From an optimization exercise on the open Yosys and OpenROAD flow, aimed at small area; shortcuts taken in it are not production practice. Where RTL was checked, it was by simulation tests only, not by an equivalence proof against the original. For runs 4 and 5, only the layout was checked, not whether the RTL still works. No activity file was given, so power comes from the tool's default toggle rates.

==> flow/design.v <==
module raiden_core (
    input  wire        clk,
    input  wire        rst,
    input  wire        req_valid,
    input  wire        req_we,
    input  wire [7:0]  req_addr,
    input  wire [31:0] req_wdata,
    output wire        rsp_valid,
    output wire [31:0] rsp_rdata,
    output wire        rsp_err,
    input  wire [7:0]  trig_in,
    input  wire        uart_rx,
    output wire        out_o,
    output wire        out_oe,
    output wire        outn_o,
    output wire        outn_oe,
    output wire        armed_o,
    output wire        fired_o,
    output wire [15:0] pull_o
);
    localparam [2:0] PG_STOPPED = 3'd0;
    localparam [2:0] PG_WAIT    = 3'd1;
    localparam [2:0] PG_PAUSE   = 3'd2;
    localparam [2:0] PG_HIGH    = 3'd3;
    localparam [2:0] PG_LOW     = 3'd4;
    localparam [2:0] D_OFF  = 3'd0;    
    localparam [2:0] D_IDLE = 3'd1;    
    localparam [2:0] D_W2   = 3'd2;    
    localparam [2:0] D_Q    = 3'd3;    
    localparam [2:0] D_DATA = 3'd4;    
    reg [31:0] cfg_pause, cfg_width, cfg_gap, cfg_count, cfg_div;
    reg [1:0]  cfg_kind;
    reg [7:0]  cfg_pin;
    reg        cfg_edge;
    reg [7:0]  cfg_byte;
    reg        cfg_out_en, cfg_inv_en;
    reg        armed, fired, rel;
    reg [2:0]  pg_st;
    reg [31:0] pg_cnt, pg_reps, pg_w, pg_g;
    reg [2:0]  det_st;
    reg [5:0]  dk;
    reg        match;
    reg [31:0] tc;
    reg [1:0]  resident;
    reg [7:0]  lat_byte;           
    reg [31:0] lat_div;
    reg [31:0] gcount;
    reg [3:0]  aux;
    reg [2:0]  result;
    reg        rq_valid, rq_err;
    reg [3:0]  rq_sel;
    wire [2:0] lat_pin  = lat_byte[2:0];
    wire       lat_edge = lat_byte[3];
    wire       gpio_hit = trig_in[lat_pin] ^ lat_edge;    
    wire       tick     = (tc == 32'd1);
    wire       bit_ok   = (uart_rx == lat_byte[dk[5:3]]);
    wire cnt_hi0  = (pg_cnt[31:1] == 31'd0);
    wire cnt0     = cnt_hi0 & ~pg_cnt[0];
    wire cnt1     = cnt_hi0 &  pg_cnt[0];
    wire reps_hi0 = (pg_reps[31:1] == 31'd0);
    wire reps0    = reps_hi0 & ~pg_reps[0];
    wire reps1    = reps_hi0 &  pg_reps[0];
    wire uart_run = (det_st != D_OFF) && !resident[0];
    wire [31:0] dec = (uart_run ? tc : (cnt1 ? pg_reps : pg_cnt)) - 32'd1;
    wire mapped  = (req_addr[1:0] == 2'b00) && (req_addr <= 8'h30);
    wire ro_reg  = (req_addr == 8'h04) || (req_addr == 8'h24);
    wire do_wr   = req_valid && req_we && mapped && !ro_reg;
    wire wr_cmd  = do_wr && (req_addr == 8'h00);
    wire wd_small = (req_wdata[31:3] == 29'd0);
    wire c_arm   = wr_cmd && wd_small && (req_wdata[2:0] == 3'd1);
    wire c_dis   = wr_cmd && wd_small && (req_wdata[2:0] == 3'd2);
    wire c_exe   = wr_cmd && wd_small && (req_wdata[2:0] == 3'd3);
    wire c_rst   = wr_cmd && wd_small && (req_wdata[2:0] == 3'd4);
    wire c_poll  = wr_cmd && wd_small && (req_wdata[2:0] == 3'd5);
    wire c_ill   = wr_cmd && !(wd_small && req_wdata[2:0] != 3'd0 &&
                               req_wdata[2:0] <= 3'd5);
    wire in_wait  = (pg_st == PG_WAIT);
    wire arm_cfg_bad = (cfg_kind == 2'd1) && (cfg_pin[7:3] != 5'd0);
    wire arm_ok   = c_arm && !armed && !arm_cfg_bad;
    wire exe_ok   = c_exe && armed;
    wire poll_ok  = c_poll && armed && !(in_wait && !rel);
    wire disarm   = exe_ok || poll_ok || ((c_dis || c_rst) && armed);
    wire do_start = in_wait && (rel || exe_ok);
    wire cfg_rst  = rst || c_rst;
    reg        fire;
    reg [2:0]  n_det_st;
    reg [5:0]  n_dk;
    reg        n_match;
    reg [2:0]  n_pg_st;
    reg [31:0] n_pg_cnt, n_pg_reps, n_pg_w, n_pg_g;
    reg        n_rel;
    reg [2:0]  n_result;
    always @* begin
        fire     = 1'b0;
        n_det_st = det_st;
        n_dk     = dk;
        n_match  = match;
        if (det_st != D_OFF) begin
            if (resident[0]) begin
                case (det_st)
                    D_IDLE: if (!gpio_hit) n_det_st = D_W2;
                    D_W2:   if (gpio_hit) begin n_det_st = D_Q; n_dk = 6'd0; end
                    D_Q:
                        if (gpio_hit) begin
                            if (dk[1:0] == 2'd2) begin
                                fire     = 1'b1;
                                n_det_st = D_OFF;
                            end else begin
                                n_dk = dk + 6'd1;
                            end
                        end else begin
                            n_det_st = D_W2;
                        end
                    default: ;
                endcase
            end else if (tick) begin
                case (det_st)
                    D_IDLE: if (uart_rx) n_det_st = D_W2;
                    D_W2:   if (!uart_rx) begin n_det_st = D_Q; n_dk = 6'd0; end
                    D_Q:
                        if (dk[1:0] == 2'd3) begin
                            if (!uart_rx) begin
                                n_det_st = D_DATA;
                                n_dk     = 6'd0;
                                n_match  = 1'b1;
                            end else begin
                                n_det_st = D_W2;
                            end
                        end else begin
                            n_dk = dk + 6'd1;
                        end
                    D_DATA: begin
                        n_dk = dk + 6'd1;
                        if (dk[2:0] == 3'd7) begin
                            n_match = match & bit_ok;
                            if (dk[5:3] == 3'd7) begin
                                if (match & bit_ok) begin
                                    fire     = 1'b1;
                                    n_det_st = D_OFF;
                                end else begin
                                    n_det_st = D_IDLE;
                                end
                            end
                        end
                    end
                    default: ;
                endcase
            end
        end
        n_pg_st   = pg_st;
        n_pg_cnt  = pg_cnt;
        n_pg_reps = pg_reps;
        n_pg_w    = pg_w;
        n_pg_g    = pg_g;
        if (do_start) begin
            if (!cnt0) begin
                n_pg_st = PG_PAUSE;
            end else if (!reps0) begin
                n_pg_st  = PG_HIGH;
                n_pg_cnt = pg_w;
            end else begin
                n_pg_st = PG_STOPPED;
            end
        end else begin
            case (pg_st)
                PG_PAUSE:
                    if (cnt1) begin
                        if (!reps0) begin
                            n_pg_st  = PG_HIGH;
                            n_pg_cnt = pg_w;
                        end else begin
                            n_pg_st = PG_STOPPED;
                        end
                    end else begin
                        n_pg_cnt = dec;
                    end
                PG_HIGH:
                    if (cnt1) begin
                        n_pg_st  = PG_LOW;
                        n_pg_cnt = pg_g;
                    end else begin
                        n_pg_cnt = dec;
                    end
                PG_LOW:
                    if (cnt1) begin
                        n_pg_reps = dec;
                        if (!reps1) begin
                            n_pg_st  = PG_HIGH;
                            n_pg_cnt = pg_w;
                        end else begin
                            n_pg_st = PG_STOPPED;
                        end
                    end else begin
                        n_pg_cnt = dec;
                    end
                default: ;
            endcase
        end
        n_rel = (rel & ~in_wait) | fire;
        if (arm_ok) begin
            n_det_st  = (cfg_kind != 2'd0) ? D_IDLE : D_OFF;
            n_pg_st   = PG_WAIT;
            n_pg_cnt  = cfg_pause;
            n_pg_reps = cfg_count;
            n_pg_w    = (cfg_width[31:2] == 30'd0) ? 32'd4 : cfg_width;
            n_pg_g    = (cfg_gap[31:2]   == 30'd0) ? 32'd4 : cfg_gap;
            n_rel     = 1'b0;
        end
        if (disarm) begin
            n_det_st = D_OFF;
            if (n_pg_st == PG_WAIT)
                n_pg_st = PG_STOPPED;
            n_rel = 1'b0;
        end
        n_result = result;
        if (c_arm)
            n_result = armed ? 3'd1 : (arm_cfg_bad ? 3'd3 : 3'd0);
        else if (c_exe)
            n_result = armed ? 3'd0 : 3'd1;
        else if (c_ill)
            n_result = 3'd4;
        else if (c_dis || c_rst || c_poll)
            n_result = 3'd0;
    end
    always @(posedge clk) begin
        if (cfg_rst) begin
            cfg_pause  <= 32'd0;
            cfg_width  <= 32'd100;
            cfg_gap    <= 32'd100;
            cfg_count  <= 32'd1;
            cfg_div    <= 32'd16;
            cfg_kind   <= 2'd0;
            cfg_pin    <= 8'hFF;
            cfg_edge   <= 1'b0;
            cfg_byte   <= 8'h00;
            cfg_out_en <= 1'b1;
            cfg_inv_en <= 1'b0;
            aux        <= 4'd0;
            gcount     <= 32'd0;
        end else begin
            if (do_wr) begin
                case (req_addr)
                    8'h08: cfg_pause <= req_wdata;
                    8'h0C: cfg_width <= req_wdata;
                    8'h10: cfg_gap   <= req_wdata;
                    8'h14: cfg_count <= req_wdata;
                    8'h18: if (req_wdata[1:0] != 2'd3) cfg_kind <= req_wdata[1:0];
                    8'h1C: begin
                        cfg_pin  <= req_wdata[7:0];
                        cfg_edge <= req_wdata[8];
                    end
                    8'h20: cfg_byte <= req_wdata[7:0];
                    8'h28: aux <= req_wdata[3:0];
                    8'h2C: begin
                        cfg_out_en <= req_wdata[0];
                        cfg_inv_en <= req_wdata[1];
                    end
                    8'h30: if (req_wdata != 32'd0) cfg_div <= req_wdata;
                    default: ;
                endcase
            end
            if (exe_ok || poll_ok)
                gcount <= gcount + 32'd1;
        end
    end
    always @(posedge clk) begin
        if (rst) begin
            armed    <= 1'b0;
            fired    <= 1'b0;
            rel      <= 1'b0;
            pg_st    <= PG_STOPPED;
            det_st   <= D_OFF;
            resident <= 2'd0;
            result   <= 3'd0;
            rq_valid <= 1'b0;
            rq_err   <= 1'b0;
            rq_sel   <= 4'd0;
        end else begin
            if (arm_ok)
                armed <= 1'b1;
            else if (disarm)
                armed <= 1'b0;
            if (arm_ok || c_rst)
                fired <= 1'b0;
            else if (fire || exe_ok)
                fired <= 1'b1;
            rel    <= n_rel;
            pg_st  <= n_pg_st;
            det_st <= n_det_st;
            if (arm_ok)
                resident <= cfg_kind;
            result   <= n_result;
            rq_valid <= req_valid;
            rq_err   <= req_valid && (!mapped || (req_we && ro_reg));
            rq_sel   <= (req_valid && !req_we && mapped) ? req_addr[5:2] : 4'd0;
        end
    end
    always @(posedge clk) begin
        pg_cnt  <= n_pg_cnt;
        pg_reps <= n_pg_reps;
        pg_w    <= n_pg_w;
        pg_g    <= n_pg_g;
        dk      <= n_dk;
        match   <= n_match;
        tc      <= arm_ok ? 32'd1 : (tick ? lat_div : dec);
        if (arm_ok) begin
            lat_byte <= (cfg_kind == 2'd1) ? {4'd0, cfg_edge, cfg_pin[2:0]} : cfg_byte;
            lat_div  <= cfg_div;
        end
    end
    reg [31:0] rd_val;
    always @* begin
        case (rq_sel)
            4'd1:  rd_val = {18'd0, resident, 1'b0, in_wait, 4'b0000,
                             fired, armed, 1'b0, result};
            4'd2:  rd_val = cfg_pause;
            4'd3:  rd_val = cfg_width;
            4'd4:  rd_val = cfg_gap;
            4'd5:  rd_val = cfg_count;
            4'd6:  rd_val = {30'd0, cfg_kind};
            4'd7:  rd_val = {23'd0, cfg_edge, cfg_pin};
            4'd8:  rd_val = {24'd0, cfg_byte};
            4'd9:  rd_val = gcount;
            4'd10: rd_val = {27'd0, armed, aux};
            4'd11: rd_val = {30'd0, cfg_inv_en, cfg_out_en};
            4'd12: rd_val = cfg_div;
            default: rd_val = 32'd0;
        endcase
    end
    assign rsp_valid = rq_valid;
    assign rsp_err   = rq_err;
    assign rsp_rdata = rd_val;
    wire active = (pg_st == PG_HIGH);
    assign out_oe  = cfg_out_en;
    assign out_o   = cfg_out_en & active;
    assign outn_oe = cfg_inv_en;
    assign outn_o  = cfg_inv_en & ~active;
    assign armed_o = armed;
    assign fired_o = fired;
    genvar p;
    generate
        for (p = 0; p < 8; p = p + 1) begin : g_pull
            wire sel = (resident == 2'd1) && (lat_pin == p);
            assign pull_o[2*p]   = sel & ~lat_edge;
            assign pull_o[2*p+1] = sel &  lat_edge;
        end
    endgenerate
endmodule
==> flow/run.sh <==
#!/bin/bash
# synth_recipe.tcl (not shown) runs the flow's synth.tcl, then flattens the netlist and writes it again
# the make line also repeats each setting of config.mk as NAME=value (left out here)
make -C /OpenROAD-flow-scripts/flow DESIGN_CONFIG=/design/flow/config.mk WORK_HOME=/design/flow/orfs CLKGATE_MAP_FILE= SYNTH_SCRIPT=/design/flow/synth_recipe.tcl finish
==> flow/config.mk <==
export PLATFORM = sky130hd
export DESIGN_NAME = raiden_core
export DESIGN_NICKNAME = raiden_core
export VERILOG_FILES = /design/flow/design.v
export SDC_FILE = /design/flow/constraint.sdc
export NUM_CORES = 4
export LEC_CHECK = 0
export CAP_MARGIN = 0
export CORE_MARGIN = 2
export CORE_UTILIZATION = 60
export SLEW_MARGIN = 0
==> flow/constraint.sdc <==
create_clock -name core_clock -period 10.0 [get_ports {clk}]
set_input_delay 2.0000 -clock core_clock [delete_from_list [all_inputs] [get_ports {clk}]]
set_output_delay 2.0000 -clock core_clock [all_outputs]
set_load 0.01 [all_outputs]
==> out/results.md, run 1 <==
| Metric | Reported |
|:---|:---|
| Status | finished clean |
| Multiplexer area fraction after synthesis | 0.0617 |
| Routed WL per cell | 26.0 um |
| Clock Tree Root | sky130_fd_sc_hd__clkbuf_16 |
| Setup repair bufs after CTS | 0 |
| Crit Reg-Reg Startpoint | pg_cnt[5]$_DFFE_PP_ |
| Setup repair after global routing missed its margin | false |
| Largest incremental delay on the critical path | 650 ps |
| Sum of negative setup slack | 0 ps |
| Capturing element type of the critical path | flop |
| Total wirelength of the detailed-routed design | 74.5 mm |
| Fraction of the yosys area taken by sequential cells | 0.496 |
| Die Y | 193 um |
| Via density | 6.69 |
| Netlist area before placement | 21400 um2 |
| Hold depth | 2 |
| Remaining global-route overflow | 0 |
| Cell count of the worst reg-to-reg path | 13 |
| Clock latency at the later pin of the worst-skew pair | 600 ps |
| #FFs+latches synth | 444 |
| Worst Max-Slew Pin Slew | 1340 ps |
| Chip Width | 193 um |
| Core area | 35400 um2 |
| Syn Inst Count | 2396 |
| Pin count of the biggest net entering global routing | 96 |
| Number of global-route vias before repair | 17.1k |
| P per Cell Area | 154 nW/um2 |
| Largest area contributor in the synthesized netlist | sky130_fd_sc_hd__dfxtp_1 |
| Detailed-placement wirelength estimate | 52.2 mm |
| Remaining DRCs | 0 |
| Detailed route wirelength on metal2 | 30.3 mm |
| Top-Level Pins | 109 |
| Critical Path Fanout Max | 95 |
| Worst Hold End | tc[17]$_SDFF_PP0_ |
| Main combinational cell family by area after synthesis | simple AND/OR/NAND/NOR gates |
| Buffers on Ports | 108 |
| Ant. Diodes | 0 |
| Most used cell, CP | sky130_fd_sc_hd__buf_4 |
| Final setup violation count | 0 |
| Synth async-reset ratio | 0 |
| Area growth from synthesis to layout | 12.4% |
| Final net count | 2422 |
| Cell type of the slowest stage on the worst timing path | sky130_fd_sc_hd__or4_1 |
| Routability cong. | 1.02 |
| Detailed-route wire length on metal 1 | 31.2 mm |
| Setup ws final | 3620 ps |
| Timing-limited maximum frequency | 157 MHz |
| Clock net sink count | 444 |
| Post-synth EDFFs | 175 |
| Area share of the largest cell type after synthesis | 0.251 |
| Count of distinct cell types in the synthesized netlist | 85 |
| Top cells by area, synth | sky130_fd_sc_hd__dfxtp_1 (25%), sky130_fd_sc_hd__edfxtp_1 (25%), sky130_fd_sc_hd__nand2_1 (7.8%) |
| Final critical delay including setup and external delays | 6380 ps |
| Worst slew margin | 0.0988 |
| Min-delay worst type | reg2reg |
| Data required time of the critical path | 10310 ps |
| Worst Path Arrival | 6690 ps |
| Share of the cycle needed by the critical path after routing | 0.638 |
| Max Cap Violations | 0 |
| Routed Antenna Nets | 0 |
| Number of max-slew violations in the final report | 0 |
| Number of warnings issued by yosys | 1 |
| Die area | 37300 um2 |
| Area fraction in and, or, nand and nor cells after synthesis | 0.214 |
| CTS-repair resized insts | 0 |
| DRC violation total after the first TritonRoute iteration | 3096 |
| Fraction of layout instances using a drive strength above 1 | 0.0778 |
| Total global-route track usage | 0.398 |
| Post-synthesis share of cell area spent on xor and xnor gates | 0.0221 |
| Final Hold Fails | 0 |
| Number of rows in the core area | 69 |
| Initial Util | 0.606 |
| Crit Reg-Reg Endpoint | pg_reps[30]$_DFFE_PP_ |
| Synthesized Nets | 2454 |
| Worst setup slack before clock tree synthesis | 3180 ps |
| Clock transition at the registers of the reported paths | 60 ps |
| First-pass GRT wire length | 110 mm |
| Critical path launch point type | primary input |
| Detailed-route via count | 19.2k |
| Maximum buffer depth of the clock tree | 3 |
| Hold-fix buffers, CTS | 0 |
| Commonest register cell after synthesis | sky130_fd_sc_hd__dfxtp_1 |
| DR top layer | met5 |
| Flop2flop setup slack | 5320 ps |
| Area fraction in compound gates after synthesis | 0.159 |
| Number of clock buffers inserted by TritonCTS | 47 |
| Synthesized-area fraction occupied by adder cells | 0.00292 |
| Average cell area after synthesis | 8.95 um2 |
| Drt first pass iters | 7 |
| Worst ir drop on vdd | 0.000139 V |
| Cell leakage power | 0.00854 uW |
| Start point of the worst hold path | lat_div[17]$_DFFE_PP_ |
| Cells along the critical path | clkdlybuf4s50_1 > nor4_2 > nand2_1 > or4_1 > nor2_1 > nand3_2 > buf_4 > inv_6 > buf_4 > nor3_1 > a21oi_1 > o21ai_0 |
| Number of antenna violations at the first check in global routing | 2 |
| CP Class | in2reg |
| Met3 WL | 10.7 mm |
| Clock tree from TritonCTS | done |
| Maximum level of the CTS H-tree | 2 |
| Worst Clk Skew | 31.4 ps |
routing by layer:
layer	vias up	GRT usage
li1	8525	-
met1	9075	0.607
met2	1406	0.550
met3	158	0.107
met4	2	0.118
met5	-	0
layout by cell type, fill, tap and decap left out, types with 6 or more instances in the layout:
master,n
sky130_fd_sc_hd__dfxtp_1,269
sky130_fd_sc_hd__nor3_2,6
sky130_fd_sc_hd__edfxtp_1,175
sky130_fd_sc_hd__nand2_1,441
sky130_fd_sc_hd__clkbuf_8,6
sky130_fd_sc_hd__nor4_1,50
sky130_fd_sc_hd__a211oi_1,16
sky130_fd_sc_hd__o21ai_0,74
sky130_fd_sc_hd__a21oi_2,6
sky130_fd_sc_hd__or3_1,18
sky130_fd_sc_hd__and2_1,13
sky130_fd_sc_hd__clkbuf_16,47
sky130_fd_sc_hd__o22ai_1,19
sky130_fd_sc_hd__clkbuf_1,11
sky130_fd_sc_hd__buf_4,27
sky130_fd_sc_hd__mux2_2,22
sky130_fd_sc_hd__clkinv_2,11
sky130_fd_sc_hd__clkdlybuf4s50_1,108
sky130_fd_sc_hd__a21oi_1,226
sky130_fd_sc_hd__a31oi_1,7
sky130_fd_sc_hd__or4_1,6
sky130_fd_sc_hd__and3_1,18
sky130_fd_sc_hd__nor2_1,199
sky130_fd_sc_hd__mux2i_1,97
sky130_fd_sc_hd__inv_1,22
sky130_fd_sc_hd__nor3_1,46
sky130_fd_sc_hd__nand3_1,86
sky130_fd_sc_hd__xor2_1,23
sky130_fd_sc_hd__nand2b_1,18
sky130_fd_sc_hd__nor2b_1,16
sky130_fd_sc_hd__a221oi_1,22
sky130_fd_sc_hd__a22oi_1,96
sky130_fd_sc_hd__a222oi_1,11
sky130_fd_sc_hd__xnor2_1,31
sky130_fd_sc_hd__o31ai_1,7
sky130_fd_sc_hd__nand4_1,23
worst max-delay path, delay by kind of cell:
family	cells	cell delay [ps]
buffers and inverters	4	2220
AOI/OAI and AO/OA	2	260
and+or+nand+nor	6	2120
state kept, by name (all words and copies together), names as in the netlist, 32 cells and up:
name / count
pg_g: 32
cfg_width: 32
cfg_pause: 32
pg_w: 32
cfg_gap: 32
gcount: 32
lat_div: 32
cfg_div: 32
cfg_count: 32
pg_reps: 32
tc: 32
pg_cnt: 32
synth_stat cells (all sizes together) (4+ instances only):
library cell	count
xor2	23
buf	35
xnor2	31
nor3b	5
nor2b	16
edfxtp	175
nand2b	18
inv	23
mux2	23
or4	7
or3	18
mux4	4
a21oi	232
o21ai	79
nand2	444
ha	5
nor4	54
dfxtp	269
and4	4
a222oi	11
and3	19
nor3	54
mux2i	97
a211oi	16
nand3	87
and2	17
a31oi	8
a22o	4
a211o	4
a2111oi	4
clkbuf	181
nor2	207
nand4	24
nand3b	4
a22oi	96
or2	6
o31ai	7
a221oi	24
o22ai	19
power by group:
part	leakage [uW]	switching, uW	internal, uW	total, uW
registers	0.00407	0.519	1870	1870
clock network	0.000768	756	1020	1780
logic	0.00370	43.0	25.7	68.8
area by class of cell:
cell class,count,area [um2]
clock buffer,64,1300
clock inverter,24,259
fill,2828,11300
inverter,23,91.3
multi-input combinational,1713,9950
sequential,444,10600
tap,461,577
timing repair buffer,135,1280
logic make-up after synthesis:
group	after synthesis
xor gates and xnor gates	54
muxes	124
DFF	444
adders and majority gates	5
and+or+nand+nor	995
buffers and inverters	239
AOI/OAI and AO/OA	535
how the worst max path moves through the flow:
stage	start	end	cells after the start
floorplan	req_wdata[4]	lat_byte[0]$_DFFE_PP_	10
global placement	req_wdata[3]	pg_cnt[3]$_DFFE_PP_	12
detailed placement	req_wdata[3]	pg_cnt[3]$_DFFE_PP_	12
CTS	req_wdata[24]	pg_cnt[3]$_DFFE_PP_	12
global route	req_addr[5]	pg_cnt[3]$_DFFE_PP_	11
finish	req_wdata[3]	pg_cnt[3]$_DFFE_PP_	12
through the flow:
step           power (uW)  instances  utilization  hold WS (ps)  instance area [um2]
3_5_place_dp         1970       2776        0.637           452                22500
4_1_cts              3710       2864        0.681           461                24100
2_1_floorplan        1930       2396            -           428                21400
5_1_grt              3780       2864        0.681           490                24100
3_3_place_gp         1970       2776        0.637           449                22500
6_report             3720       2864        0.681           479                24100
==> run 2, diff against run 1 <==
==> flow/config.mk (replaced) <==
export PLATFORM = sky130hd
export DESIGN_NAME = raiden_core
export DESIGN_NICKNAME = raiden_core
export VERILOG_FILES = /design/flow/design.v
export SDC_FILE = /design/flow/constraint.sdc
export NUM_CORES = 4
export LEC_CHECK = 0
export CAP_MARGIN = 20
export CORE_MARGIN = 2
export CORE_UTILIZATION = 40
export SLEW_MARGIN = 20
==> run 2 against run 1 <==
Effect of this change: cell count rose by 8.1%; synthesized cell count did not move; flip-flop and latch count did not move; largest power group unchanged.
==> out/results.md, run 2 <==
| Metric | Reported | vs previous |
|:---|:---|:---|
| Worst Clk Skew | 16.2 ps | -15.3 ps |
| Min-delay worst type | reg2reg |  |
| Met2 track demand over resource in global routing | 0.374 | -0.176 |
| Most used cell, CP | sky130_fd_sc_hd__buf_4 |  |
| Share of the core filled with cells in the final layout | 0.462 | -0.219 |
| Placement Cell Area | 22900 um2 | +1.6% |
| Post-synth EDFFs | 175 | unchanged |
| Detailed-placement wirelength estimate | 54.4 mm | +4.2% |
| Status | finished clean |  |
| Clock transition at the registers of the reported paths | 60 ps | about the same |
| Worst Path Arrival | 7050 ps | +360 ps |
| Buffers on Ports | 108 | unchanged |
| Count of distinct cell types in the synthesized netlist | 85 | unchanged |
| Timing-limited maximum frequency | 148 MHz | -5.5% |
| Number of max-slew violations in the final report | 0 | unchanged |
| Capturing element type of the critical path | flop |  |
| Highest-count cells in the layout ignoring fill and taps | sky130_fd_sc_hd__nand2_1 (441), sky130_fd_sc_hd__dfxtp_1 (269), sky130_fd_sc_hd__a21oi_1 (226) |  |
| Detailed-route via count | 18.9k | -1.6% |
| Total global-route track usage | 0.268 | -0.130 |
| Number of global-route vias before repair | 17.1k | +0.023% |
| Top cell family by delay on the critical path | simple AND/OR/NAND/NOR gates |  |
| Max Cap Violations | 0 | unchanged |
| Initial Util | 0.406 | -0.199 |
| Number of fill cells in the layout | 5100 | +80% |
| Area growth from synthesis to layout | 13.6% |  |
| Worst slew margin | 0.246 | +0.147 |
| Syn Inst Count | 2396 | unchanged |
| Synthesized Nets | 2454 | unchanged |
| DRC violation total after the first TritonRoute iteration | 2755 | -11% |
| Netlist area before placement | 21400 um2 | unchanged |
| Area share of the largest cell type after synthesis | 0.251 | unchanged |
| Global routing usage on met1 | 0.403 | -0.204 |
| Number of rows in the core area | 84 | +22% |
| Pin count of the biggest net entering global routing | 154 | +60% |
| Clock latency at the later pin of the worst-skew pair | 570 ps | -30 ps |
| Top cells by area, synth | sky130_fd_sc_hd__dfxtp_1 (25%), sky130_fd_sc_hd__edfxtp_1 (25%), sky130_fd_sc_hd__nand2_1 (7.8%) |  |
| CTS-repair resized insts | 0 | unchanged |
| Remaining DRCs | 0 | unchanged |
| Fraction of layout instances using a drive strength above 1 | 0.0769 | -0.000960 |
| Fraction of the yosys area taken by sequential cells | 0.496 | unchanged |
| Via density | 6.09 | -9.0% |
| Commonest register cell after synthesis | sky130_fd_sc_hd__dfxtp_1 |  |
| Sum of negative setup slack | 0 ps | unchanged |
| Worst ir drop on vdd | 0.000136 V | -2.0% |
| Total wirelength of the detailed-routed design | 76.7 mm | +2.9% |
| Setup repair after global routing missed its margin | false |  |
| Met3 Use GR | 0.0637 | -0.0437 |
| Cells along the critical path | clkdlybuf4s50_1 > nor4_1 > nand2_1 > or4_1 > nor2_1 > nand3_2 > buf_4 > inv_6 > buf_4 > nor3_1 > a21oi_1 > o21ai_1 |  |
| Critical path launch point type | primary input |  |
| Buffers and inverters on the worst path | 4 | unchanged |
| Data required time of the critical path | 10300 ps | about the same |
| Logic pwr share | 0.020 | about the same |
| Share of the cycle needed by the critical path after routing | 0.675 | +0.0368 |
| Switching share of total power | 0.209 | -0.00637 |
| NetSw | 756 uW | -5.5% |
| Final setup violation count | 0 | unchanged |
| Clock net sink count | 444 | unchanged |
| Average cell area after synthesis | 8.95 um2 | unchanged |
| Most used standard cell by instance count after synthesis | sky130_fd_sc_hd__nand2_1 |  |
| Final critical delay including setup and external delays | 6750 ps | +368 ps |
| Die area | 55500 um2 | +49% |
| Final Hold Fails | 0 | unchanged |
| First-pass GRT wire length | 113 mm | +3.0% |
| Final net count | 2430 | +0.33% |
| Ant. Diodes | 0 | unchanged |
| Part of the power in the clock network | 0.464 | -0.015 |
| Worst Max-Slew Pin Slew | 1120 ps | -219 ps |
| Sequential fraction of design power | 0.516 | +0.013 |
| Number of clock buffers inserted by TritonCTS | 46 | -2.1% |
| Cell leakage power | 0.00853 uW | -0.13% |
| Number of warnings issued by yosys | 1 | unchanged |
| Routing layer with the top usage in global route | met1 |  |
| Setup repair bufs after CTS | 0 | unchanged |
| Total power consumption of the routed design | 3620 uW | -2.6% |
| Most common cell after layout, fill and taps aside | sky130_fd_sc_hd__nand2_1 |  |
| Routed WL per cell | 24.8 um | -4.8% |
| Remaining global-route overflow | 0 | unchanged |
| Most used standard cells in the synthesized netlist | sky130_fd_sc_hd__nand2_1 (444), sky130_fd_sc_hd__dfxtp_1 (269), sky130_fd_sc_hd__a21oi_1 (226) |  |
| Number of antenna violations at the first check in global routing | 1 | -1 |
| Synth async-reset ratio | 0 | unchanged |
| Non-Filler Cell Area, Final | 24300 um2 | +1.0% |
| Critical Path Fanout Max | 88 | -7.4% |
| Number of instances in the placed design | 3011 | +8.5% |
| Core area | 52800 um2 | +49% |
| Maximum buffer depth of the clock tree | 3 | unchanged |
| Cell type of the slowest stage on the worst timing path | sky130_fd_sc_hd__buf_4 |  |
| Drt first pass iters | 7 | unchanged |
| Post-route non-filler standard cell count | 3095 | +8.1% |
| P per Cell Area | 149 nW/um2 | -3.6% |
| Top-Level Pins | 109 | unchanged |
| Chip Width | 236 um | +22% |
| #FFs+latches synth | 444 | unchanged |
| Maximum level of the CTS H-tree | 2 | unchanged |
| Cell-internal power | 2860 uW | -1.8% |
| Hold-fix buffers, CTS | 0 | unchanged |
| Largest area contributor in the synthesized netlist | sky130_fd_sc_hd__dfxtp_1 |  |
| Routability cong. | 0.950 | -7.0% |
| Die Y | 236 um | +22% |
| CP Class | in2reg |  |
| Clock Tree Root | sky130_fd_sc_hd__clkbuf_16 |  |
| Routed Antenna Nets | 0 | unchanged |
| Largest incremental delay on the critical path | 730 ps | +80 ps |
| Clock tree from TritonCTS | done |  |
[run 2: cell count changes in the layout (fill, tap and decap cells not counted), sizes merged]
cell / change
buf: +8
clkbuf: +7
clkinv: -7
bufinv: -2
clkinvlp: -1
inv: -1
[run 2: cell type report]
cell class | instances | area [um2] | area share
tap | 688 | 861 | 0.0354
clock buffer | 70 | 1330 | 0.0548
clock inverter | 13 | 119 | 0.00488
multi-input combinational | 1713 | 9940 | 0.408
sequential | 444 | 10600 | 0.437
inverter | 23 | 91.3 | 0.00375
timing repair buffer | 144 | 1360 | 0.0559
[run 2: worst register-to-register path: cells and delay by family, from the launching register on]
| kind | cells | cell delay [ps] |
|---|---|---|
| simple gates | 4 | 1420 |
| buf+inv | 2 | 780 |
| compound gates | 2 | 620 |
| mux | 1 | 490 |
| flops | 1 | 470 |
| xor+xnor | 1 | 470 |
[run 2: through the flow]
step,setup slack (ps),hold WS (ps)
finish,3250,474
global placement,2990,457
floorplan,2480,428
global route,3000,499
CTS,3470,472
detailed placement,2890,452
[run 2: routing by layer]
layer | up-vias | wire length [um]
met2 | 1152 | 31500
met3 | 135 | 8950
met1 | 9036 | 33800
met4 | 2 | 2380
met5 | - | 13
li1 | 8525 | -
[run 2: final timing paths]
| path | from | to | slack (ps) | depth (start not counted) |
|---|---|---|---|---|
| worst max register to register | resident[0]$_SDFFE_PP0P_ | pg_reps[31]$_DFFE_PP_ | 5500 | 10 |
| worst min-delay path | cfg_pause[28]$_SDFFE_PP0P_ | cfg_pause[28]$_SDFFE_PP0P_ | 470 | 2 |
| worst max-delay path | req_wdata[25] | pg_cnt[26]$_DFFE_PP_ | 3250 | 12 |
| worst min register to register | cfg_pause[28]$_SDFFE_PP0P_ | cfg_pause[28]$_SDFFE_PP0P_ | 470 | 2 |
[run 2: power by group through the flow]
stage | Sequential [uW] | Clock, uW | Combinational [uW]
finish | 1870 | 1680 | 71.0
global route | 1870 | 1770 | 74.5
CTS | 1870 | 1690 | 69.6
detailed placement | 1910 | 0 | 69.5
global placement | 1910 | 0 | 67.8
floorplan | 1910 | 0 | 27.5
[run 2: logic make-up (layout without fill, tap and decap cells)]
kind of cell             count (synthesis)  after routing  share of synthesized area
AO/OA/AOI/OAI                          535            535                      0.159
XOR/XNOR                                54             54                     0.0221
AND/OR/NAND/NOR                        995            995                      0.214
buffers and inverters                  239            250                     0.0440
multiplexers                           124            124                     0.0617
flip-flops                             444            444                      0.496
adder cells (fa/ha/maj)                  5              5                    0.00292
==> run 3, diff against run 2 <==
==> flow/flow/run.sh (new file) <==
#!/bin/bash
# Standard layout; the port buffers use the smallest buffer cell.
set -euo pipefail
bash standard.sh BUFFER_PORTS_ARGS="-buffer_cell sky130_fd_sc_hd__buf_1" finish > flow_standard.log 2>&1
==> flow/standard.sh (new file) <==
#!/bin/bash
# synth_recipe.tcl (not shown) runs the flow's synth.tcl, then flattens the netlist and writes it again
# the make line also repeats each setting of config.mk as NAME=value (left out here)
make -C /OpenROAD-flow-scripts/flow DESIGN_CONFIG=/design/flow/config.mk WORK_HOME=/design/flow/orfs CLKGATE_MAP_FILE= SYNTH_SCRIPT=/design/flow/synth_recipe.tcl "${@:-finish}"
removed: flow/run.sh
==> run 3 against run 2 <==
Effect of this change: combinational power decreased by about 20%; register-to-register slack got worse by 320 ps; worst setup slack improved by 400 ps; first-iteration DRC count increased by 5.0%; clock-buffer cell count decreased by 12; global-route usage decreased by 0.35 points; cell area decreased by 2.5%; cell count increased by 0.16%; fmax increased by 6.2%; non-clock buffer count increased by 1; clock power increased by 4%; total power increased by 1.4%.
==> out/results.md, run 3 <==
| Metric | Reported | vs previous |
|:---|:---|:---|
| Final critical delay including setup and external delays | 6350 ps | -397 ps |
| Data required time of the critical path | 10300 ps | about the same |
| Setup repair after global routing missed its margin | false |  |
| Routability cong. | 0.954 | +0.49% |
| Via density | 6.11 | +0.33% |
| Hold depth | 2 | unchanged |
| #FFs+latches synth | 444 | unchanged |
| Chip Width | 236 um | unchanged |
| Clock tree from TritonCTS | done |  |
| Most used standard cell by instance count after synthesis | sky130_fd_sc_hd__nand2_1 |  |
| CP Class | in2reg |  |
| Timing-limited maximum frequency | 157 MHz | +6.2% |
| Clock net sink count | 444 | unchanged |
| Total global-route track usage | 0.264 | -0.00346 |
| Area growth from synthesis to layout | 10.7% |  |
| DRC violation total after the first TritonRoute iteration | 2894 | +5.0% |
| Crit Reg-Reg Startpoint | pg_cnt[4]$_DFFE_PP_ |  |
| Number of clock buffers inserted by TritonCTS | 45 | -2.2% |
| Post-synth EDFFs | 175 | unchanged |
| Detailed-placement wirelength estimate | 53.2 mm | -2.2% |
| CTS-repair resized insts | 0 | unchanged |
| Capturing element type of the critical path | flop |  |
| Largest area contributor in the synthesized netlist | sky130_fd_sc_hd__dfxtp_1 |  |
| Number of warnings issued by yosys | 1 | unchanged |
| Synthesized Nets | 2454 | unchanged |
| Launch point of the worst path | req_wdata[25] |  |
| Hold-fix buffers, CTS | 0 | unchanged |
| Drt first pass iters | 9 | +2 |
| Worst ir drop on vdd | 0.000129 V | -5.3% |
| Setup repair bufs after CTS | 0 | unchanged |
| Commonest register cell after synthesis | sky130_fd_sc_hd__dfxtp_1 |  |
| Clock Tree Root | sky130_fd_sc_hd__clkbuf_16 |  |
| Area share of the largest cell type after synthesis | 0.251 | unchanged |
| Core area | 52800 um2 | unchanged |
| Sum of negative setup slack | 0 ps | unchanged |
| Count of distinct cell types in the synthesized netlist | 85 | unchanged |
| Top cells by area, synth | sky130_fd_sc_hd__dfxtp_1 (25%), sky130_fd_sc_hd__edfxtp_1 (25%), sky130_fd_sc_hd__nand2_1 (7.8%) |  |
| Start point of the worst hold path | cfg_width[0]$_SDFFE_PP0P_ |  |
| P per Cell Area | 155 nW/um2 | +4.0% |
| Number of fill cells in the layout | 5102 | +0.039% |
| Number of antenna violations at the first check in global routing | 1 | unchanged |
| Most common cell after layout, fill and taps aside | sky130_fd_sc_hd__nand2_1 |  |
| Fraction of layout instances using a drive strength above 1 | 0.0772 | +0.000351 |
| Share of the cycle needed by the critical path after routing | 0.635 | -0.0397 |
| Max Cap Violations | 0 | unchanged |
| Post-route non-filler standard cell count | 3100 | +0.16% |
| Top-Level Pins | 109 | unchanged |
| Critical Path Fanout Max | 104 | +18% |
| Final net count | 2430 | unchanged |
| Number of rows in the core area | 84 | unchanged |
| Worst Max-Slew Pin Slew | 1060 ps | -63.9 ps |
| Final setup violation count | 0 | unchanged |
| Number of instances in the placed design | 3013 | +0.066% |
| Maximum level of the CTS H-tree | 2 | unchanged |
| Most used standard cells in the synthesized netlist | sky130_fd_sc_hd__nand2_1 (444), sky130_fd_sc_hd__dfxtp_1 (269), sky130_fd_sc_hd__a21oi_1 (226) |  |
| Fraction of the yosys area taken by sequential cells | 0.496 | unchanged |
| Worst Clk Skew | 23.2 ps | +7.02 ps |
| Worst slew margin | 0.289 | +0.0429 |
| Remaining DRCs | 0 | unchanged |
| Status | finished clean |  |
| Clock transition at the registers of the reported paths | 60 ps | about the same |
| Number of global-route vias before repair | 17.3k | +0.82% |
| Synth async-reset ratio | 0 | unchanged |
| Pin count of the biggest net entering global routing | 105 | -32% |
| Syn Inst Count | 2396 | unchanged |
| Final Hold Fails | 0 | unchanged |
| Die area | 55500 um2 | unchanged |
| Cell count of the worst reg-to-reg path | 12 | +2 |
| Number of max-slew violations in the final report | 0 | unchanged |
| Average cell area after synthesis | 8.95 um2 | unchanged |
| Clock latency at the later pin of the worst-skew pair | 580 ps | about the same |
| Routed Antenna Nets | 0 | unchanged |
| Remaining global-route overflow | 0 | unchanged |
| Netlist area before placement | 21400 um2 | unchanged |
| Cell leakage power | 0.00829 uW | -2.8% |
| Highest-count cells in the layout ignoring fill and taps | sky130_fd_sc_hd__nand2_1 (442), sky130_fd_sc_hd__dfxtp_1 (269), sky130_fd_sc_hd__a21oi_1 (226) |  |
| Die Y | 236 um | unchanged |
| Min-delay worst type | reg2reg |  |
| Routed WL per cell | 24.5 um | -1.1% |
| First-pass GRT wire length | 113 mm | -0.54% |
| Critical path launch point type | primary input |  |
| Maximum buffer depth of the clock tree | 3 | unchanged |
| Buffers on Ports | 108 | unchanged |
| Detailed-route via count | 18.9k | +0.49% |
| Worst Path Arrival | 6660 ps | -390 ps |
| Initial Util | 0.406 | unchanged |
| Total wirelength of the detailed-routed design | 76.0 mm | -0.89% |
[run 3: path summary, 6_finish.rpt]
kind	end	slack, ps
worst max register to register	pg_reps[28]$_DFFE_PP_	5180
worst min-delay path	cfg_width[0]$_SDFFE_PP0P_	480
worst min register to register	cfg_width[0]$_SDFFE_PP0P_	480
worst max-delay path	pg_cnt[26]$_DFFE_PP_	3650
[run 3: kinds of logic (layout without fill, tap and decap cells)]
family,Yosys count,in the layout,share of synthesized area
adder cells (fa/ha/maj),5,5,0.00292
buffers and inverters,239,252,0.0440
AO/OA/AOI/OAI,535,535,0.159
AND/OR/NAND/NOR,995,995,0.214
other,0,3,0
flip-flops,444,444,0.496
multiplexers,124,124,0.0617
XOR/XNOR,54,54,0.0221
[run 3: critical path, cell delays in order]
cell and delay (ps):
sky130_fd_sc_hd__buf_1 150, sky130_fd_sc_hd__nor4_1 610, sky130_fd_sc_hd__nand2_1 270, sky130_fd_sc_hd__or4_1 670, sky130_fd_sc_hd__nor2_1 480, sky130_fd_sc_hd__nand3_2 120
sky130_fd_sc_hd__buf_4 360, sky130_fd_sc_hd__inv_6 770, sky130_fd_sc_hd__buf_4 740, sky130_fd_sc_hd__nor3_1 130, sky130_fd_sc_hd__a21oi_1 150, sky130_fd_sc_hd__o21ai_1 80
[run 3: metal layers]
layer | wire length, um | vias to the layer above | GRT usage
met5 | 0 | - | 0
met4 | 2470 | 0 | 0.0913
met3 | 8730 | 146 | 0.0541
met2 | 31800 | 1183 | 0.377
met1 | 33000 | 9069 | 0.394
li1 | - | 8545 | -
[run 3: per-stage QoR]
| step | cell area, um2 | setup WS, ps | util | total power, uW | hold slack [ps] |
|---|---|---|---|---|---|
| floorplan | 21400 | 2480 | - | 1930 | 428 |
| global placement | 22200 | 3180 | 0.421 | 1960 | 455 |
| detailed placement | 22200 | 3180 | 0.421 | 1960 | 464 |
| CTS | 23700 | 3770 | 0.450 | 3680 | 476 |
| global route | 23700 | 3400 | 0.450 | 3760 | 498 |
| finish | 23700 | 3650 | 0.450 | 3670 | 479 |
[run 3: report_power, final]
group	switching [uW]	internal [uW]
logic	43.8	12.7
registers	0.508	1870
clock network	733	1010
[run 3: cell type report]
type | count | area (um2) | share of cell area
multi-input cells | 1713 | 9950 | 0.419
diodes | 3 | 7.51 | 0.000316
flip-flops and latches | 444 | 10600 | 0.448
well taps | 688 | 861 | 0.0363
clock buffers | 58 | 1250 | 0.0525
clock inverters | 26 | 265 | 0.0112
repair buffers | 145 | 683 | 0.0288
inverters | 23 | 91.3 | 0.00385
==> run 4, diff against run 3 <==
--- a/flow/design.v
+++ b/flow/design.v
@@ -61,7 +61,20 @@
     wire reps0    = reps_hi0 & ~pg_reps[0];
     wire reps1    = reps_hi0 &  pg_reps[0];
     wire uart_run = (det_st != D_OFF) && !resident[0];
-    wire [31:0] dec = (uart_run ? tc : (cnt1 ? pg_reps : pg_cnt)) - 32'd1;
+    wire [31:0] dec_in = uart_run ? tc : (cnt1 ? pg_reps : pg_cnt);
+    wire [31:0] dec    = dec_in ^ ~dec_nz;
+    wire [31:0] dec_nz;    
+    wire [31:0] inc_c;     
+    assign dec_nz[0] = 1'b0;
+    assign inc_c[0]  = 1'b1;
+    genvar ci;
+    generate
+        for (ci = 1; ci < 32; ci = ci + 1) begin : g_chain
+            assign dec_nz[ci] = dec_nz[ci-1] | dec_in[ci-1];
+            assign inc_c[ci]  = inc_c[ci-1] & gcount[ci-1];
+        end
+    endgenerate
+    wire [31:0] gcount_inc = gcount ^ inc_c;
     wire mapped  = (req_addr[1:0] == 2'b00) && (req_addr <= 8'h30);
     wire ro_reg  = (req_addr == 8'h04) || (req_addr == 8'h24);
     wire do_wr   = req_valid && req_we && mapped && !ro_reg;
@@ -222,46 +235,38 @@
         else if (c_dis || c_rst || c_poll)
             n_result = 3'd0;
     end
+    wire [7:0]  a        = req_addr;
+    wire        we_pause = do_wr && (a == 8'h08);
+    wire        we_width = do_wr && (a == 8'h0C);
+    wire        we_gap   = do_wr && (a == 8'h10);
+    wire        we_count = do_wr && (a == 8'h14);
+    wire        we_kind  = do_wr && (a == 8'h18) && (req_wdata[1:0] != 2'd3);
+    wire        we_pin   = do_wr && (a == 8'h1C);
+    wire        we_byte  = do_wr && (a == 8'h20);
+    wire        we_aux   = do_wr && (a == 8'h28);
+    wire        we_outc  = do_wr && (a == 8'h2C);
+    wire        we_div   = do_wr && (a == 8'h30) && (req_wdata != 32'd0);
+    wire        gc_inc   = exe_ok || poll_ok;
+    wire [31:0] rmask    = {32{cfg_rst}};
+    wire [31:0] wd_rst0  = req_wdata & ~rmask;
+    wire [31:0] wd_100   = (req_wdata & ~(rmask & ~32'd100)) | (rmask & 32'd100);
+    wire [31:0] wd_1     = (req_wdata & ~(rmask & ~32'd1))   | (rmask & 32'd1);
+    wire [31:0] wd_16    = (req_wdata & ~(rmask & ~32'd16))  | (rmask & 32'd16);
+    wire [8:0]  wd_pin   = req_wdata[8:0] | {1'b0, rmask[7:0]};
+    wire [8:0]  wd_pin_r = {wd_rst0[8], wd_pin[7:0]};
+    wire [1:0]  wd_outc  = {wd_rst0[1], req_wdata[0] | cfg_rst};
     always @(posedge clk) begin
-        if (cfg_rst) begin
-            cfg_pause  <= 32'd0;
-            cfg_width  <= 32'd100;
-            cfg_gap    <= 32'd100;
-            cfg_count  <= 32'd1;
-            cfg_div    <= 32'd16;
-            cfg_kind   <= 2'd0;
-            cfg_pin    <= 8'hFF;
-            cfg_edge   <= 1'b0;
-            cfg_byte   <= 8'h00;
-            cfg_out_en <= 1'b1;
-            cfg_inv_en <= 1'b0;
-            aux        <= 4'd0;
-            gcount     <= 32'd0;
-        end else begin
-            if (do_wr) begin
-                case (req_addr)
-                    8'h08: cfg_pause <= req_wdata;
-                    8'h0C: cfg_width <= req_wdata;
-                    8'h10: cfg_gap   <= req_wdata;
-                    8'h14: cfg_count <= req_wdata;
-                    8'h18: if (req_wdata[1:0] != 2'd3) cfg_kind <= req_wdata[1:0];
-                    8'h1C: begin
-                        cfg_pin  <= req_wdata[7:0];
-                        cfg_edge <= req_wdata[8];
-                    end
-                    8'h20: cfg_byte <= req_wdata[7:0];
-                    8'h28: aux <= req_wdata[3:0];
-                    8'h2C: begin
-                        cfg_out_en <= req_wdata[0];
-                        cfg_inv_en <= req_wdata[1];
-                    end
-                    8'h30: if (req_wdata != 32'd0) cfg_div <= req_wdata;
-                    default: ;
-                endcase
-            end
-            if (exe_ok || poll_ok)
-                gcount <= gcount + 32'd1;
-        end
+        if (we_pause || cfg_rst) cfg_pause <= wd_rst0;
+        if (we_width || cfg_rst) cfg_width <= wd_100;
+        if (we_gap   || cfg_rst) cfg_gap   <= wd_100;
+        if (we_count || cfg_rst) cfg_count <= wd_1;
+        if (we_div   || cfg_rst) cfg_div   <= wd_16;
+        if (we_kind  || cfg_rst) cfg_kind  <= wd_rst0[1:0];
+        if (we_pin   || cfg_rst) {cfg_edge, cfg_pin} <= wd_pin_r;
+        if (we_byte  || cfg_rst) cfg_byte  <= wd_rst0[7:0];
+        if (we_aux   || cfg_rst) aux       <= wd_rst0[3:0];
+        if (we_outc  || cfg_rst) {cfg_inv_en, cfg_out_en} <= wd_outc;
+        if (gc_inc   || cfg_rst) gcount    <= gcount_inc & ~rmask;
     end
     always @(posedge clk) begin
         if (rst) begin
==> flow/flow/run.sh (replaced) <==
#!/bin/bash
# Standard layout; port buffers use the smallest buffer cell; clock tree
# built from clkbuf_4/clkbuf_8 with no dummy loads.
set -euo pipefail
bash standard.sh BUFFER_PORTS_ARGS="-buffer_cell sky130_fd_sc_hd__buf_1" \
  CTS_ARGS="-sink_clustering_enable -repair_clock_nets -dont_use_dummy_load -buf_list {sky130_fd_sc_hd__clkbuf_4 sky130_fd_sc_hd__clkbuf_8} -sink_clustering_size 12 -sink_clustering_max_diameter 40" \
  finish > flow_standard.log 2>&1
==> run 4 against run 3 <==
Effect of this change: flip-flop and latch count unchanged; global-route usage decreased by 3.2 points; via count decreased by 24%; sequential power increased by 16%; worst hold slack got worse by 41 ps; register-to-register slack got worse by 3800 ps.
==> out/results.md, run 4 <==
| Metric | Reported | vs previous |
|:---|:---|:---|
| Status | finished clean |  |
| Highest-count cells in the layout ignoring fill and taps | sky130_fd_sc_hd__edfxtp_1 (392), sky130_fd_sc_hd__nor2_1 (203), sky130_fd_sc_hd__a21oi_1 (203) |  |
| Flop2flop setup slack | 1340 ps | -3840 ps |
| Detailed-route via count | 14.5k | -24% |
| Data required time of the critical path | 10460 ps | +160 ps |
| CTS-repair resized insts | 0 | unchanged |
| Initial Util | 0.406 | about the same |
| Commonest register cell after synthesis | sky130_fd_sc_hd__edfxtp_1 |  |
| Capturing element type of the critical path | flop |  |
| Largest incremental delay on the critical path | 470 ps | -300 ps |
| Buffers on Ports | 108 | unchanged |
| Detailed-placement wirelength estimate | 41.4 mm | -22% |
| P per Cell Area | 155 nW/um2 | +0.27% |
| Number of global-route vias before repair | 14.2k | -18% |
| Most used standard cell by instance count after synthesis | sky130_fd_sc_hd__edfxtp_1 |  |
| Sum of negative setup slack | 0 ps | unchanged |
| Max Cap Violations | 0 | unchanged |
| Worst setup slack before clock tree synthesis | 1460 ps | -1730 ps |
| Critical path launch point type | flop |  |
| Share of the cycle needed by the critical path after routing | 0.866 | +0.231 |
| Clock tree from TritonCTS | done |  |
| Cell count of the worst reg-to-reg path | 39 | +27 |
| Clock Tree Root | sky130_fd_sc_hd__clkbuf_8 |  |
| Switching share of total power | 0.228 | +0.0162 |
| Sequential fraction of design power | 0.634 | +0.125 |
| Drt first pass iters | 5 | -4 |
| Hold depth | 0 | -2 |
| Number of rows in the core area | 82 | -2.4% |
| Maximum level of the CTS H-tree | 2 | unchanged |
| Timing-limited maximum frequency | 115 MHz | -27% |
| Pin count of the biggest net entering global routing | 91 | -13% |
| Number of max-slew violations in the final report | 0 | unchanged |
| Part of the power in the clock network | 0.324 | -0.152 |
| Synthesized Nets | 1814 | -26% |
| Setup repair bufs after CTS | 0 | unchanged |
| Worst ir drop on vdd | 0.000111 V | -14% |
| Clock net sink count | 444 | unchanged |
| Count of distinct cell types in the synthesized netlist | 69 | -19% |
| #FFs+latches synth | 444 | unchanged |
| Crit Reg-Reg Endpoint | pg_cnt[30]$_DFFE_PP_ |  |
| Total global-route track usage | 0.232 | -0.0319 |
| Number of warnings issued by yosys | 1 | unchanged |
| Post-synth EDFFs | 392 | +120% |
| Final critical delay including setup and external delays | 8660 ps | +2310 ps |
| Share of the core filled with cells in the final layout | 0.441 | -0.00872 |
| Via density | 6.02 | -1.5% |
| CP Class | reg2reg |  |
| Remaining global-route overflow | 0 | unchanged |
| Cell-internal power | 2650 uW | -8.4% |
| Cell leakage power | 0.00752 uW | -9.2% |
| Worst Hold End | lat_div[16]$_DFFE_PP_ |  |
| Routed WL per cell | 25.7 um | +4.8% |
| Area growth from synthesis to layout | 8.68% |  |
| Top-Level Pins | 109 | unchanged |
| Fraction of layout instances using a drive strength above 1 | 0.0940 | +0.0168 |
| Hold-fix buffers, CTS | 0 | unchanged |
| Setup repair after global routing missed its margin | false |  |
| Maximum buffer depth of the clock tree | 3 | unchanged |
| Chip Width | 230 um | -2.5% |
| Die Y | 230 um | -2.5% |
| Placement Cell Area | 21400 um2 | -3.8% |
| Non-Filler Cell Area, Final | 22100 um2 | -6.8% |
| Number of antenna violations at the first check in global routing | 3 | +2 |
| DRC violation total after the first TritonRoute iteration | 1480 | -49% |
| Worst Path Arrival | 9120 ps | +2460 ps |
| Number of fill cells in the layout | 4637 | -9.1% |
| Logic pwr share | 0.043 | +0.028 |
| Remaining DRCs | 0 | unchanged |
| Total wirelength of the detailed-routed design | 61.8 mm | -19% |
| Min-delay worst type | reg2reg |  |
| Worst slew margin | 0.172 | -0.117 |
| Core area | 50200 um2 | -4.9% |
| Routability cong. | 0.909 | -4.7% |
| Worst Clk Skew | 65.6 ps | +42.4 ps |
| Final net count | 1852 | -24% |
| Average cell area after synthesis | 12.0 um2 | +34% |
| Most used cell, CP | sky130_fd_sc_hd__ha_1 |  |
| Final Hold Fails | 0 | unchanged |
| Most used standard cells in the synthesized netlist | sky130_fd_sc_hd__edfxtp_1 (392), sky130_fd_sc_hd__nor2_1 (207), sky130_fd_sc_hd__a21oi_1 (204) |  |
| Setup ws final | 1340 ps | -2310 ps |
| Die area | 52700 um2 | -4.9% |
| Most common cell after layout, fill and taps aside | sky130_fd_sc_hd__edfxtp_1 |  |
| Clock transition at the registers of the reported paths | 70 ps | about the same |
| Top cells by area, synth | sky130_fd_sc_hd__edfxtp_1 (58%), sky130_fd_sc_hd__dfxtp_1 (5.1%), sky130_fd_sc_hd__a21oi_1 (5.0%) |  |
| Worst Max-Slew Pin Slew | 1230 ps | +174 ps |
| Final setup violation count | 0 | unchanged |
| Start point of the worst hold path | cfg_div[16]$_DFFE_PP_ |  |
| Crit Reg-Reg Startpoint | pg_cnt[11]$_DFFE_PP_ |  |
| Clock latency at the later pin of the worst-skew pair | 670 ps | +90 ps |
| Fraction of the yosys area taken by sequential cells | 0.629 | +0.133 |
| Largest area contributor in the synthesized netlist | sky130_fd_sc_hd__edfxtp_1 |  |
| Buffers and inverters on the worst path | 1 | -3 |
| Synth async-reset ratio | 0 | unchanged |
| Number of clock buffers inserted by TritonCTS | 56 | +24% |
| Critical Path Fanout Max | 36 | -65% |
| Area share of the largest cell type after synthesis | 0.578 | +0.327 |
| Routed Antenna Nets | 0 | unchanged |
| Cell type of the slowest stage on the worst timing path | sky130_fd_sc_hd__nor4_4 |  |
| Top cell family by delay on the critical path | adder cells |  |
| NetSw | 783 uW | +0.66% |
| Syn Inst Count | 1698 | -29% |
| Netlist area before placement | 20400 um2 | -5.0% |
| First-pass GRT wire length | 92.0 mm | -18% |
==> run 4: cell type report <==
| class | instances | area [um2] | share of cell area |
|---|---|---|---|
| Sequential cell | 444 | 12800 | 0.579 |
| Inverter | 13 | 53.8 | 0.00243 |
| Timing Repair Buffer | 139 | 658 | 0.0297 |
| Multi-Input combinational cell | 1082 | 7000 | 0.316 |
| Tap cell | 672 | 841 | 0.0380 |
| Antenna cell | 1 | 2.50 | 0.000113 |
| Clock buffer | 56 | 771 | 0.0348 |
==> run 4: cell families (layout without fill, tap and decap cells) <==
family | after synthesis | after routing | synth area share
simple gates | 526 | 526 | 0.129
flops | 444 | 444 | 0.629
compound gates | 439 | 439 | 0.139
buf+inv | 172 | 208 | 0.0339
fa+ha+maj | 63 | 63 | 0.0387
mux | 49 | 49 | 0.0287
xor+xnor | 5 | 5 | 0.00215
other cells | 0 | 1 | 0
==> run 4: per-stage QoR <==
stage	instances	total power, uW	hold slack (ps)
global placement	2349	2350	433
floorplan	1698	2280	426
CTS	2406	3450	438
detailed placement	2350	2360	435
finish	2407	3430	438
global route	2407	3540	449
==> run 4: how the worst max path moves through the flow <==
stage	cells past startpoint	from	end
after global routing	39	pg_cnt[11]$_DFFE_PP_	pg_cnt[30]$_DFFE_PP_
final	39	pg_cnt[11]$_DFFE_PP_	pg_cnt[30]$_DFFE_PP_
after detailed placement	39	pg_cnt[3]$_DFFE_PP_	pg_cnt[30]$_DFFE_PP_
after global placement	40	pg_cnt[11]$_DFFE_PP_	pg_cnt[31]$_DFFE_PP_
after CTS	39	pg_cnt[11]$_DFFE_PP_	pg_cnt[30]$_DFFE_PP_
after floorplan	42	pg_cnt[11]$_DFFE_PP_	pg_cnt[30]$_DFFE_PP_
==> run 4: metal layers <==
metal,vias to the layer above,GRT usage,routed length [um]
li1,6465,-,-
met1,7245,0.325,26800
met2,652,0.363,28300
met3,117,0.0460,4780
met4,2,0.0771,1850
met5,-,0,11
==> run 4: power groups by stage <==
stage / combinational [uW] / clock [uW] / sequential [uW]
CTS: 146 / 1130 / 2170
global route: 163 / 1190 / 2180
finish: 147 / 1110 / 2170
floorplan: 94.1 / 0 / 2180
global placement: 143 / 0 / 2210
detailed placement: 145 / 0 / 2210
==> run 5, diff against run 4 <==
==> flow/flow/run.sh (replaced) <==
#!/bin/bash
# Standard layout; port buffers use the smallest buffer cell; clock tree
# built from clkbuf_8 with larger sink clusters and no dummy loads.
set -euo pipefail
bash standard.sh BUFFER_PORTS_ARGS="-buffer_cell sky130_fd_sc_hd__buf_1" \
  CTS_ARGS="-sink_clustering_enable -repair_clock_nets -dont_use_dummy_load -buf_list sky130_fd_sc_hd__clkbuf_8 -sink_clustering_size 20 -sink_clustering_max_diameter 50" \
  finish > flow_standard.log 2>&1
==> run 5 against run 4 <==
Effect of this change: still clean; die area stayed put; sequential power hardly changed; combinational power hardly changed; clock-buffer cell count is 14 lower; synthesized cell count stayed put; clock skew is 42 ps higher; sequential share of layout area is 0.51 points higher; worst setup slack worse by 78 ps; register-to-register slack worse by 80 ps; via count is 0.61% lower; critical path depth stayed put; cell area is 0.87% lower; critical endpoint unchanged; largest power group unchanged.
==> out/results.md, run 5 <==
| Metric | Reported | vs previous |
|:---|:---|:---|
| Launch point of the worst path | pg_cnt[4]$_DFFE_PP_ |  |
| Clock net sink count | 444 | unchanged |
| Register cell area after layout | 12800 um2 | unchanged |
| Count of distinct cell types in the synthesized netlist | 69 | unchanged |
| Number of warnings issued by yosys | 1 | unchanged |
| Fraction of the yosys area taken by sequential cells | 0.629 | unchanged |
| Detailed-placement wirelength estimate | 41.4 mm | unchanged |
| NetSw | 737 uW | -5.9% |
| Share of the cycle needed by the critical path after routing | 0.874 | +0.00784 |
| Timing-limited maximum frequency | 114 MHz | -0.90% |
| P per Cell Area | 149 nW/um2 | -4.0% |
| Final setup violation count | 0 | unchanged |
| Sum of negative setup slack | 0 ps | unchanged |
| Buffers on Ports | 108 | unchanged |
| Fraction of layout instances using a drive strength above 1 | 0.0866 | -0.00737 |
| Commonest register cell after synthesis | sky130_fd_sc_hd__edfxtp_1 |  |
| Chip Width | 230 um | unchanged |
| Initial Util | 0.406 | unchanged |
| Cell-internal power | 2530 uW | -4.5% |
| Area share of the largest cell type after synthesis | 0.578 | unchanged |
| Largest area contributor in the synthesized netlist | sky130_fd_sc_hd__edfxtp_1 |  |
| Number of instances in the placed design | 2350 | unchanged |
| Most used standard cell by instance count after synthesis | sky130_fd_sc_hd__edfxtp_1 |  |
| Crit Reg-Reg Startpoint | pg_cnt[4]$_DFFE_PP_ |  |
| Via density | 6.01 | about the same |
| Top cells by area, synth | sky130_fd_sc_hd__edfxtp_1 (58%), sky130_fd_sc_hd__dfxtp_1 (5.1%), sky130_fd_sc_hd__a21oi_1 (5.0%) |  |
| Area growth from synthesis to layout | 7.73% |  |
| Worst slew margin | 0.208 | +0.0355 |
| Remaining DRCs | 0 | unchanged |
| Start point of the worst hold path | cfg_div[23]$_DFFE_PP_ |  |
| Cell type of the slowest stage on the worst timing path | sky130_fd_sc_hd__nor4_1 |  |
| Worst Max-Slew Pin Slew | 1180 ps | -52.9 ps |
| #FFs+latches synth | 444 | unchanged |
| First-pass GRT wire length | 91.4 mm | -0.68% |
| Crit Reg-Reg Endpoint | pg_cnt[30]$_DFFE_PP_ |  |
| Synth async-reset ratio | 0 | unchanged |
| Pin count of the biggest net entering global routing | 91 | unchanged |
| Part of the power in the clock network | 0.290 | -0.034 |
| Routed Antenna Nets | 0 | unchanged |
| Number of global-route vias before repair | 14.1k | -0.66% |
| Maximum level of the CTS H-tree | 2 | unchanged |
| Cell leakage power | 0.00742 uW | -1.3% |
| Status | finished clean |  |
| Clock tree from TritonCTS | done |  |
| Post-route non-filler standard cell count | 2393 | -0.58% |
| Logic pwr share | 0.045 | +0.002 |
| Remaining global-route overflow | 0 | unchanged |
| Number of fill cells in the layout | 4627 | -0.22% |
| Worst Path Arrival | 9090 ps | -30 ps |
| Setup repair bufs after CTS | 0 | unchanged |
| CTS-repair resized insts | 0 | unchanged |
| Data required time of the critical path | 10350 ps | -110 ps |
| Clock Tree Root | sky130_fd_sc_hd__clkbuf_8 |  |
| Hold-fix buffers, CTS | 0 | unchanged |
| Maximum buffer depth of the clock tree | 3 | unchanged |
| Most used cell, CP | sky130_fd_sc_hd__ha_1 |  |
| Drt first pass iters | 5 | unchanged |
| CP Class | reg2reg |  |
| Flop2flop setup slack | 1260 ps | -80 ps |
| Most used standard cells in the synthesized netlist | sky130_fd_sc_hd__edfxtp_1 (392), sky130_fd_sc_hd__nor2_1 (207), sky130_fd_sc_hd__a21oi_1 (204) |  |
| Total wirelength of the detailed-routed design | 61.3 mm | -0.92% |
| Clock transition at the registers of the reported paths | 120 ps | +50 ps |
| Detailed-route via count | 14.4k | -0.61% |
| Top-Level Pins | 109 | unchanged |
| Syn Inst Count | 1698 | unchanged |
| Sequential fraction of design power | 0.665 | +0.031 |
| Total area of multi-input combinational cells | 7000 um2 | unchanged |
| DRC violation total after the first TritonRoute iteration | 1567 | +5.9% |
| Number of rows in the core area | 82 | unchanged |
| Final Hold Fails | 0 | unchanged |
| Capturing element type of the critical path | flop |  |
| Min-delay worst type | reg2reg |  |
| Highest-count cells in the layout ignoring fill and taps | sky130_fd_sc_hd__edfxtp_1 (392), sky130_fd_sc_hd__nor2_1 (203), sky130_fd_sc_hd__a21oi_1 (203) |  |
| Core area | 50200 um2 | unchanged |
| Final net count | 1838 | -0.76% |
| Number of clock buffers inserted by TritonCTS | 42 | -25% |
| Die area | 52700 um2 | unchanged |
| Routability cong. | 0.909 | unchanged |
| Routed WL per cell | 25.6 um | -0.34% |
| Final critical delay including setup and external delays | 8740 ps | +78.4 ps |
| Synthesized Nets | 1814 | unchanged |
| Critical Path Fanout Max | 36 | unchanged |
| End of the critical path | pg_cnt[30]$_DFFE_PP_ |  |
| Average cell area after synthesis | 12.0 um2 | unchanged |
| Worst Clk Skew | 107 ps | +41.7 ps |
| Switching share of total power | 0.225 | -0.00264 |
| Total power consumption of the routed design | 3270 uW | -4.8% |
| Worst ir drop on vdd | 0.000101 V | -9.1% |
| Cell count of the worst reg-to-reg path | 39 | unchanged |
| Number of max-slew violations in the final report | 0 | unchanged |
| Die Y | 230 um | unchanged |
| Largest incremental delay on the critical path | 480 ps | about the same |
| Netlist area before placement | 20400 um2 | unchanged |
| Most common cell after layout, fill and taps aside | sky130_fd_sc_hd__edfxtp_1 |  |
| Critical path launch point type | flop |  |
| Number of antenna violations at the first check in global routing | 1 | -2 |
| Max Cap Violations | 0 | unchanged |
| Setup repair after global routing missed its margin | false |  |
| Post-synth EDFFs | 392 | unchanged |
| Clock latency at the later pin of the worst-skew pair | 630 ps | -40 ps |
| Share of the core filled with cells in the final layout | 0.437 | -0.00384 |
| Total global-route track usage | 0.230 | -0.00271 |
==> run 5: cell counts after synthesis <==
Identical to the previous run, type by type.
==> run 5: worst max-delay path: cells and delay by family (launching register included) <==
family / cells / cell delay [ps]
buf+inv: 1 / 410
flops: 1 / 440
simple gates: 5 / 1460
compound gates: 5 / 840
fa+ha+maj: 28 / 5320
==> run 5: kinds of logic after synthesis <==
kind of cell	count (synthesis)	synth area share
xor gates and xnor gates	5	0.00215
and+or+nand+nor	526	0.129
adders and majority gates	63	0.0387
DFF	444	0.629
muxes	49	0.0287
AOI/OAI and AO/OA	439	0.139
buffers and inverters	172	0.0339
==> run 5: through the flow <==
step	setup slack (ps)	hold slack (ps)	instance area [um2]
after floorplan	2060	426	20400
after global placement	1610	433	21300
after detailed placement	1460	435	21400
after CTS	1280	437	21900
after global routing	725	442	21900
final	1260	429	21900
==> run 5: metal layers <==
metal / track usage / vias up / wire (um) / share of wire
li1: - / 6444 / - / -
met5: 0 / - / 0 / 0
met3: 0.0330 / 99 / 4650 / 0.076
met1: 0.326 / 7186 / 26500 / 0.43
met4: 0.0755 / 0 / 1850 / 0.030
met2: 0.363 / 664 / 28300 / 0.46
==> run 5: cell type report <==
| cell class | count | share of cell area |
|---|---|---|
| Inverter | 13 | 0.00245 |
| Tap cell | 672 | 0.0383 |
| Antenna cell | 1 | 0.000114 |
| Clock buffer | 42 | 0.0263 |
| Multi-Input combinational cell | 1082 | 0.319 |
| Sequential cell | 444 | 0.584 |
| Timing Repair Buffer | 139 | 0.0300 |
==> run 5: worst min path at each step <==
| stage | to | slack, ps | cells past startpoint |
|---|---|---|---|
| after CTS | lat_div[16]$_DFFE_PP_ | 440 | 0 |
| final | lat_div[23]$_DFFE_PP_ | 430 | 0 |
| after global routing | lat_div[23]$_DFFE_PP_ | 440 | 0 |
| after floorplan | lat_div[1]$_DFFE_PP_ | 430 | 0 |
| after global placement | lat_div[18]$_DFFE_PP_ | 430 | 0 |
| after detailed placement | lat_div[23]$_DFFE_PP_ | 440 | 0 |
==> run 5: power groups by stage <==
stage	Combinational, uW	Sequential [uW]	Clock, uW
2_1_floorplan	94.1	2180	0
3_3_place_gp	143	2210	0
3_5_place_dp	145	2210	0
4_1_cts	146	2170	968
5_1_grt	163	2180	1030
6_report	147	2170	947

-- re-timing with driven ports --
How much do the figures lean on ideal ports? The routed layouts below were timed once more, with nothing changed but the port constraints.
Step 1 assumes that a clkbuf_16 drives the clock port and a buf_2 every other input.
Step 2 adds t to the input delays and takes it off the output delays; t is the mean of the earliest and latest rising clock arrival at the registers after step 1. Input paths then give back, and output paths get back, about the clock's delay inside the block.
Slacks: ideal / step 1 / step 2; pairs: ideal / step 1.
| run | shift t [ns] | setup slack, ns | worst hold slack (ns) | worst setup path after step 2 | pins driven straight from the clock port |
|---|---|---|---|---|---|
| run 1 | 0.637 | 3.619 / 3.647 / 3.010 | 0.479 / 0.479 / 0.479 | input to register | 1 |
| run 2 | 0.615 | 3.251 / 3.281 / 2.666 | 0.474 / 0.474 / 0.474 | input to register | 1 |
| run 3 | 0.621 | 3.648 / 3.680 / 3.058 | 0.479 / 0.479 / 0.479 | input to register | 1 |
| run 4 | 0.689 | 1.342 / 1.342 / 1.342 | 0.438 / 0.438 / 0.438 | register to register | 1 |
| run 5 | 0.621 | 1.264 / 1.264 / 1.264 | 0.429 / 0.429 / 0.429 | register to register | 1 |
After both steps setup and hold are still met in every run listed. For run 1, which loses most, drivers alone change the setup slack by +0.028 ns; drivers and shift together by -0.609 ns.
